What follows belongs to an exercise in optimizing a design on an open flow for small area, a short achievable clock period and few clock cycles per item; a production flow would make more cautious choices.
Where RTL was checked, it was by simulation tests only, not by an equivalence proof against the original.
Power and IR drop assume default switching activity. The clock port is modelled as an ideal driver; clocking choices that lean on that would not hold on a real chip.

// rle_plane_enc
module rle_plane_enc (
    input  wire       clk,
    input  wire       rst,
    input  wire       in_valid,
    output reg        in_ready,
    input  wire [7:0] in_data,
    input  wire       in_last,
    output reg        out_valid,
    input  wire       out_ready,
    output reg  [7:0] out_data,
    output reg        out_last
);
Size: roughly 1400 flip-flops, roughly 24 I/O pins, ~35000 um2 of cells after synthesis.
==> flow/config.mk <==
export PLATFORM = sky130hd
export DESIGN_NAME = rle_plane_enc
export DESIGN_NICKNAME = rle_plane_enc
export VERILOG_FILES = /design/flow/design.v
export SDC_FILE = /design/flow/constraint.sdc
export NUM_CORES = 4
export LEC_CHECK = 0
export CAP_MARGIN = 20
export CORE_MARGIN = 2
export CORE_UTILIZATION = 60
export SLEW_MARGIN = 20
==> flow/constraint.sdc <==
create_clock -name core_clock -period 10.0 [get_ports {clk}]
set_input_delay 2.0000 -clock core_clock [delete_from_list [all_inputs] [get_ports {clk}]]
set_output_delay 2.0000 -clock core_clock [all_outputs]
set_load 0.01 [all_outputs]
standard.sh (not shown) runs the stock make flow with config.mk's settings and CLKGATE_MAP_FILE= SYNTH_SCRIPT=/design/flow/synth_recipe.tcl, a recipe that flattens the netlist after the stock synthesis.
==> flow/flow/run.sh <==
#!/bin/bash
# Standard ORFS layout (the standard.sh, standard synthesis unchanged),
# with timing repair aiming for 7 ns of setup slack at the 10 ns clock and
# clock tree synthesis with larger sink clusters and no dummy loads.
set -euo pipefail
bash standard.sh SETUP_SLACK_MARGIN=7 \
  "CTS_ARGS=-sink_clustering_enable -repair_clock_nets -dont_use_dummy_load -sink_clustering_size 30 -sink_clustering_max_diameter 120 -buf_list sky130_fd_sc_hd__clkbuf_16" \
  finish > flow.log 2>&1
Then changed:
--- a/flow/design.v
+++ b/flow/design.v
@@ -6,19 +6,19 @@
     input  wire [7:0] in_data,
     input  wire       in_last,
     output reg        out_valid,
     input  wire       out_ready,
     output reg  [7:0] out_data,
     output reg        out_last
 );
     localparam integer N  = 128;    
     localparam integer PW = 7;      
-    localparam integer M  = 4;      
+    localparam integer M  = 8;      
     localparam [1:0] K_RUN = 2'd0, K_SOS = 2'd1, K_NEXT = 2'd2;
     reg [7:0] wd0, wd1, wd2, wd3, wd4;
     reg       wl0, wl1, wl2, wl3, wl4;
     reg       we0, we1, we2, we3, we4;
     reg [4:0] wv;                
     reg [7:0] lastb;             
     wire acc = in_valid && in_ready;
     wire in_eq = (in_data == lastb);
     reg [6:0] scnt;       
=> The changed run completed with no timing, DRC or antenna violations. Via count came out higher by a few percent. Power came out higher slightly. Cell area came out higher slightly. Global-route usage came out higher by 0.16 points. Die area came out higher slightly. Maximum frequency came out higher by a few percent. Final cell count came out higher by a few percent. Setup slack gains 0.15 ns. Wire length came out higher by a few percent. Combinational power came out higher by about a fifth. Worst hold slack gains 0.020 ns. Non-clock buffer count came out lower by 1. Clock-buffer cell count does not change.
Testbench counts after the change, summed over its fixed seeds: cycles 56,544, bytes 55,362.
Only the layout flow was run in the first run of this note; the RTL was not checked for function there.

Another version of the RTL of rle_plane_enc (not shown whole).
For scale: about 2,200 cells after synthesis, roughly 24 I/O pins, about 0.035 mm2 of cells after synthesis.
clock: 10.0 ns
lec_check: 0
cap_margin: 20
core_margin: 2
core_utilization: 60
slew_margin: 20
Scripts as last shown in full above: flow/flow/run.sh
The starting point completed without violations.
Then changed:
--- a/flow/design.v
+++ b/flow/design.v
@@ -8,15 +8,15 @@
     output reg        out_valid,
     input  wire       out_ready,
     output reg  [7:0] out_data,
     output reg        out_last
 );
     localparam integer N  = 128;    
     localparam integer PW = 7;      
-    localparam integer M  = 4;      
+    localparam integer M  = 8;      
     localparam [1:0] K_RUN = 2'd0, K_SOS = 2'd1, K_NEXT = 2'd2;
     reg [7:0] wd0, wd1, wd2, wd3, wd4;
     reg       wl0, wl1, wl2, wl3, wl4;
     reg       we0, we1, we2, we3, we4;
     reg [4:0] wv;                
     reg [7:0] lastb;             
     wire acc = in_valid && in_ready;
Routed wire length rises by about 6.6%; worst setup slack gains 99 ps; hold slack improves by 22 ps; synthesized cell count grows by 3.6%; global-route usage grows by 0.51 points; combinational power goes down by about 3%; die area increases by 1.6%; cell count came out higher by 2.1%; sequential power came out higher by about 2%; register-to-register slack gets better by 99 ps; first-iteration DRC count goes down by about 13%; sequential cell count is higher by 4; critical path depth climbs by 5.
No run of this note included a check of the RTL's function; only the layout flow was run.

[re-timing with driven ports]
Ports are ideal in the flow. The routed layouts listed here were re-timed in OpenROAD.
Step 1 sets driving cells, clkbuf_16 on the clock port and buf_2 on the other inputs (assumed; they add their load-dependent delay and slew).
Step 2 also shifts input and output timing later by t, the mid clock arrival at the registers, as if the neighbouring blocks saw the same clock.
Slacks: no drivers / after step 1 / after step 2; pairs: no drivers / after step 1.
| run | shift t [ns] | setup WS [ns] | worst data-port slew with drivers (ns) |
|---|---|---|---|
| the first run of note 1 | 0.665 | 6.725 / 6.725 / 6.293 | 0.04 |
| the second run of note 1 | 0.658 | 6.879 / 6.820 / 6.345 | 0.03 |
| the first run of note 2 | 0.658 | 6.696 / 6.696 / 6.295 | 0.04 |
| the second run of note 2 | 0.676 | 6.795 / 6.745 / 6.233 | 0.04 |
After both steps setup and hold are still met in every run listed. The setup slack of the second run of note 2, which loses most, moves by -0.050 ns with the drivers and by -0.562 ns with both steps.
